What follows belongs to an exercise in optimizing a design on an open flow for small area, a short achievable clock period and few clock cycles; a production flow would make more cautious choices. In this exercise RTL edits were held to simulation tests only and were not proved equivalent to the original.

==> inputs of violet <==
==> flow/design.v (excerpt) <==
module sha512_engine (
  input  wire        clk,
  input  wire        rst,           
  input  wire        req_valid,
  input  wire        req_we,
  input  wire [6:0]  req_addr,
  input  wire [63:0] req_wdata,
  output wire        req_ready,
  output reg         rsp_valid,
  output reg  [63:0] rsp_rdata
);
  localparam [1:0] PH_RND  = 2'd0,    
                   PH_FEED = 2'd1,    
                   PH_LOAD = 2'd2;    
  reg [63:0] hs [0:7];      
  reg [63:0] wv [0:7];      
  reg [63:0] M  [0:31];
  reg [63:0] w  [0:15];     
  reg [63:0] k0, k1;        
  reg        busy;
  reg        done;
  reg [1:0]  ph;
  reg        two;           
  reg        blk;           
  reg [5:0]  cnt;           
  reg        spec_ok;       
  reg [4:0]  spec_n;        
  reg        spec2;         
  function automatic [63:0] rotr(input [63:0] x, input integer n);
    rotr = (x >> n) | (x << (64 - n));
  endfunction
  function automatic [63:0] ssig0(input [63:0] x);
    ssig0 = rotr(x, 1) ^ rotr(x, 8) ^ (x >> 7);
  endfunction
  function automatic [63:0] ssig1(input [63:0] x);
    ssig1 = rotr(x, 19) ^ rotr(x, 61) ^ (x >> 6);
  endfunction
  ...
export LEC_CHECK = 0
export CAP_MARGIN = 40
export CORE_MARGIN = 2
export CORE_UTILIZATION = 40
export PLACE_DENSITY = 0.6
export SLEW_MARGIN = 40
export SYNTH_MEMORY_MAX_BITS = 16384
create_clock -name core_clock -period 16.0 [get_ports {clk}]
standard.sh (not shown) runs the stock make flow with config.mk's settings and CLKGATE_MAP_FILE= SYNTH_SCRIPT=/design/flow/synth_recipe.tcl, a recipe that flattens the netlist after the stock synthesis.
==> flow/flow/run.sh <==
#!/bin/bash
# Own flow: the standard layout (standard.sh), with these changes:
#  - synthesis runs flow/my_synth.tcl: the standard script, except that the combinational
#    two-round module is mapped for speed without adder cells (see my_synth.tcl);
#  - timing repair aims at a setup slack of SETUP_SLACK_MARGIN ns at the design's clock
#    period (constraint.sdc is not changed), and may resize cells to other footprints.
# Each step's full log is in orfs/logs; make's output is in run_make.log here.
set -euo pipefail
W=$(pwd)
F=$W/flow
bash "$W/standard.sh" \
  SYNTH_SCRIPT="$F/my_synth.tcl" SYNTH_HIERARCHICAL=1 ABC_CLOCK_PERIOD_IN_PS=3000 \
  SETUP_SLACK_MARGIN=7 MATCH_CELL_FOOTPRINT=0 \
  finish > "$W/run_make.log" 2>&1
==> flow/flow/abc_fast.script <==
strash
dch
map -D 5000
buffer -c
topo
upsize -c
dnsize -c
==> flow/flow/my_synth.tcl <==
set my_dir [file dirname [file normalize [info script]]]
set my_fast_modules {sha512_pair}

proc synth {args} { yosys synth -nofsm -noshare {*}$args }

proc my_other_modules {} { return {sha512_engine} }

proc extract_fa {args} {
  foreach m [my_other_modules] { yosys extract_fa {*}$args $m }
}

proc abc {args} {
  foreach m [my_other_modules] { yosys abc {*}$args $m }
  set i [lsearch $args -script]
  if {$i >= 0} { lset args [expr {$i + 1}] [file join $::my_dir abc_fast.script] }
  foreach m $::my_fast_modules { yosys abc {*}$args $m }
}

source $::env(SCRIPTS_DIR)/synth.tcl
# left out here: clear keep_hierarchy, flatten, clean up, hide names made inside functions, write 1_2_yosys.v
==> quartz: changes against violet <==
==> flow/run.sh (new file) <==
#!/bin/bash
# synth_recipe.tcl (not shown) runs the flow's synth.tcl, then flattens the netlist and writes it again
# the make line also repeats each setting of config.mk as NAME=value (left out here)
make -C /OpenROAD-flow-scripts/flow DESIGN_CONFIG=/design/flow/config.mk WORK_HOME=/design/flow/orfs CLKGATE_MAP_FILE= SYNTH_SCRIPT=/design/flow/synth_recipe.tcl finish
- ABC_CLOCK_PERIOD_IN_PS: unset -> 3000
- CAP_MARGIN: 40 -> 30
- CORE_UTILIZATION: 40 -> 45
- PLACE_DENSITY: 0.6 -> 0.65
- SETUP_SLACK_MARGIN: unset -> 5
- SLEW_MARGIN: 40 -> 30
removed: flow/flow/run.sh
removed: flow/flow/abc_fast.script
removed: flow/flow/my_synth.tcl
removed: flow/standard.sh
==> garnet: changes against violet <==
--- a/flow/design.v
+++ b/flow/design.v
@@ -23,11 +23,10 @@
   reg        two;           
   reg        blk;           
   reg [5:0]  cnt;           
   reg        spec_ok;       
   reg [4:0]  spec_n;        
-  reg        spec2;         
   function automatic [63:0] rotr(input [63:0] x, input integer n);
     rotr = (x >> n) | (x << (64 - n));
   endfunction
   function automatic [63:0] ssig0(input [63:0] x);
     ssig0 = rotr(x, 1) ^ rotr(x, 8) ^ (x >> 7);
@@ -60,27 +59,24 @@
   wire       wr_m_lo    = wr_m && !req_addr[4];                    
   wire       restart    = wr_m_lo && (req_addr[3:0] == 4'd0);
   wire       in_order   = wr_m_lo && spec_ok && ({1'b0, req_addr[3:0]} == spec_n);
   wire       spec_full  = spec_ok && (spec_n == 5'd16) && (cnt[3] || (cnt[2:0] == 3'd7));
   wire       norm_start = start1 && !spec_full;
-  wire       spec2_go   = wr_m && req_addr[4] && spec_ok && (spec_n == 5'd16);
   wire       spec_pair  = !busy && spec_ok && !cnt[3] && (spec_n > {1'b0, cnt[2:0], 1'b1})
-                          && !restart && !norm_start && !start2 && !spec2_go;
-  wire       rd_now     = req_valid && !req_we;
-  wire       spec2_pair = !busy && spec2 && (cnt != 6'd39) && !rd_now && !start1 && !wr_m_lo;
+                          && !restart && !norm_start && !start2;
   wire       rnd_pair  = busy && (ph == PH_RND);
-  wire       pair_edge = rnd_pair || spec_pair || spec2_pair;
+  wire       pair_edge = rnd_pair || spec_pair;
   wire       last      = rnd_pair && (cnt == 6'd39);
   wire       feed      = busy && (ph == PH_FEED);
   wire       load      = busy && (ph == PH_LOAD);
   wire       restore   = norm_start || load || restart;
   reg  [5:0] cnt_nx;
   always @* begin
     if (!busy) begin
-      if (restart || norm_start || (start2 && !spec2) || spec2_go)
+      if (restart || norm_start || start2)
         cnt_nx = 6'd0;
-      else if (spec_pair || spec2_pair)
+      else if (spec_pair)
         cnt_nx = cnt + 6'd1;
       else
         cnt_nx = cnt;
     end else if (rnd_pair && !last)
       cnt_nx = cnt + 6'd1;
@@ -179,11 +175,11 @@
     endcase
   end
   reg  [3:0] m_sel;
   always @* begin
     if (!busy)
-      m_sel = rd_now ? req_addr[4:1] : (spec2 && !start1) ? {1'b0, cnt[2:0] + 3'd1} : 4'd0;
+      m_sel = (req_addr[6:3] == 4'b0001) ? 4'd0 : req_addr[4:1];
     else if (ph == PH_LOAD)
       m_sel = {blk, 3'd0};
     else
       m_sel = {blk, cnt[2:0] + 3'd1};
   end
@@ -229,18 +225,18 @@
     if (wr_m)
       M[req_addr[4:0]] <= req_wdata;
     if (pair_edge)
       for (i = 0; i < 14; i = i + 1)
         w[i] <= w[i + 2];
-    if (norm_start || load || spec2_go) begin
+    if (norm_start || load) begin
       w[14] <= m_even;
       w[15] <= m_odd;
     end else if (pair_edge) begin
       if (cnt[2:0] == 3'd7 || cnt[5:3] != 3'd0) begin
         w[14] <= s0;
         w[15] <= s1;
-      end else if (busy || spec2) begin
+      end else if (busy) begin
         w[14] <= m_even;
         w[15] <= m_odd;
       end else if (in_order && !req_addr[0])
         w[14] <= req_wdata;
     end else if (restart || (in_order && !req_addr[0]))
@@ -248,13 +244,10 @@
     else if (in_order)
       w[15] <= req_wdata;
     if (restore) begin
       for (i = 0; i < 8; i = i + 1)
         wv[i] <= hs[i];
-    end else if (spec2_go) begin
-      for (i = 0; i < 8; i = i + 1)
-        wv[i] <= iv_rom(i[2:0]);
     end else if (pair_edge) begin
       wv[0] <= a2;
       wv[1] <= a1;
       wv[2] <= a;
       wv[3] <= b;
@@ -288,33 +281,25 @@
       two     <= 1'b0;
       blk     <= 1'b0;
       cnt     <= 6'd0;
       spec_ok <= 1'b0;
       spec_n  <= 5'd0;
-      spec2   <= 1'b0;
     end else if (!busy) begin
       if (restart) begin
         spec_ok <= 1'b1;
         spec_n  <= 5'd1;
       end else if (in_order)
         spec_n <= spec_n + 5'd1;
       else if (wr_m_lo || wr_h)
         spec_ok <= 1'b0;
-      if (wr_m_lo)
-        spec2 <= 1'b0;
-      if (spec2_go) begin
-        spec2   <= 1'b1;
-        spec_ok <= 1'b0;
-      end
       if (start1 || start2) begin
-        spec2   <= 1'b0;
         busy    <= 1'b1;
         done    <= 1'b0;
         two     <= start2;
         blk     <= 1'b0;
         spec_ok <= 1'b0;
-        ph      <= (start2 && !spec2) ? PH_LOAD : PH_RND;
+        ph      <= start2 ? PH_LOAD : PH_RND;
       end
     end else begin
       case (ph)
         PH_RND:
           if (last)
--- a/flow/flow/run.sh
+++ b/flow/flow/run.sh
@@ -8,7 +8,7 @@
 set -euo pipefail
 W=$(pwd)
 F=$W/flow
 bash "$W/standard.sh" \
   SYNTH_SCRIPT="$F/my_synth.tcl" SYNTH_HIERARCHICAL=1 ABC_CLOCK_PERIOD_IN_PS=3000 \
-  SETUP_SLACK_MARGIN=7 MATCH_CELL_FOOTPRINT=0 \
+  SETUP_SLACK_MARGIN=9 MATCH_CELL_FOOTPRINT=0 \
   finish > "$W/run_make.log" 2>&1
- CAP_MARGIN: 40 -> 20
- CORE_UTILIZATION: 40 -> 45
- PLACE_DENSITY: 0.6 -> 0.65
- SLEW_MARGIN: 40 -> 20
==> fjord: changes against violet <==
--- a/flow/flow/run.sh
+++ b/flow/flow/run.sh
@@ -8,7 +8,7 @@
 set -euo pipefail
 W=$(pwd)
 F=$W/flow
 bash "$W/standard.sh" \
   SYNTH_SCRIPT="$F/my_synth.tcl" SYNTH_HIERARCHICAL=1 ABC_CLOCK_PERIOD_IN_PS=3000 \
-  SETUP_SLACK_MARGIN=7 MATCH_CELL_FOOTPRINT=0 \
+  SETUP_SLACK_MARGIN=6 MATCH_CELL_FOOTPRINT=0 \
   finish > "$W/run_make.log" 2>&1
==> results.cfg <==
[outcome]
status = complete, no violations

[cts]
path_clk_slew_ps = 60

[synth]
synth_nets = 23800
synth_compound_area_share_pct = 11.3
synth-xor-area-share_pct = 5.92
synth-seq-area-share_pct = 51.5

[timing]
worstMarginPinSlew_ps = 1400
(the above is from quartz)
==> results.cfg <==
[outcome]
status = complete, no violations

[synth]
yosys.area.top_type = edfxtp_1
synth_compound_area_share_pct = 13.7
synth_nets = 30700
synth-seq-area-share_pct = 47.4
synth-xor-area-share_pct = 8.08

[timing]
worstMarginPinSlew_ps = 1170

[cells_and_area]
regArea_um2 = 128000

[cts]
path_clk_slew_ps = 60

[route]
vias = 267000
(the above is from violet)
==> results.cfg <==
[cts]
path_clk_slew_ps = 70

[outcome]
status = complete, but fails checks
so.violations = antenna rules

[route]
antenna_left = 3

[synth]
synth-xor-area-share_pct = 8.08
synth_nets = 30700

[timing]
worstMarginPinSlew_ps = 1250
(the above is from fjord)
==> results.cfg <==
[synth]
synth_nets = 29900
synth_async_sr_flop_share_pct = 0
synth_compound_area_share_pct = 12.7
synth-seq-area-share_pct = 47.3

[timing]
worstMarginPinSlew_ps = 3250
finalMaxSlewViolations = 37

[outcome]
so.violations = antenna rules, capacitance limit, slew limit
status = complete, but fails checks

[cells_and_area]
multi_input_area_um2 = 155000
sh_seq_area_pct = 37.1

[cts]
path_clk_slew_ps = 60

[route]
antenna_left = 3

[global_routing]
grt_pass1_vias = 238000

[job]
drv_cap = 8
(the above is from garnet)
Testbench counts of violet, summed over its fixed seeds: cycles 20,498.
Testbench counts of quartz, summed over its fixed seeds: cycles 20,498.
Testbench counts of garnet, summed over its fixed seeds: cycles 21,586.
Testbench counts of fjord, summed over its fixed seeds: cycles 20,498.

==> afterwards: timing with drivers on the ports <==
The flow's constraints put no driver on any port. The routed layouts listed below were extracted and timed again, unchanged, in two steps. Step 1 sets driving cells, clkbuf_16 on the clock port and buf_2 on the other inputs (assumed; they add their load-dependent delay and slew). Step 2 also shifts input and output timing later by t, the mid clock arrival at the registers, as if the neighbouring blocks saw the same clock. Slacks: ideal / step 1 / step 2; pairs: ideal / step 1.
| run | shift t [ns] | slack for setup (ns) | pins driven straight from the clock port |
|---|---|---|---|
| violet | 1.267 | 6.698 / 6.729 / 5.551 | 1 |
| quartz | 1.240 | 4.441 / 4.441 / 4.441 | 1 |
| garnet | 1.310 | 6.033 / 6.033 / 6.033 | 1 |
| fjord | 1.256 | 5.723 / 5.723 / 5.010 | 1 |
The setup slack of violet, which loses most, moves by +0.031 ns with the drivers and by -1.147 ns with both steps.
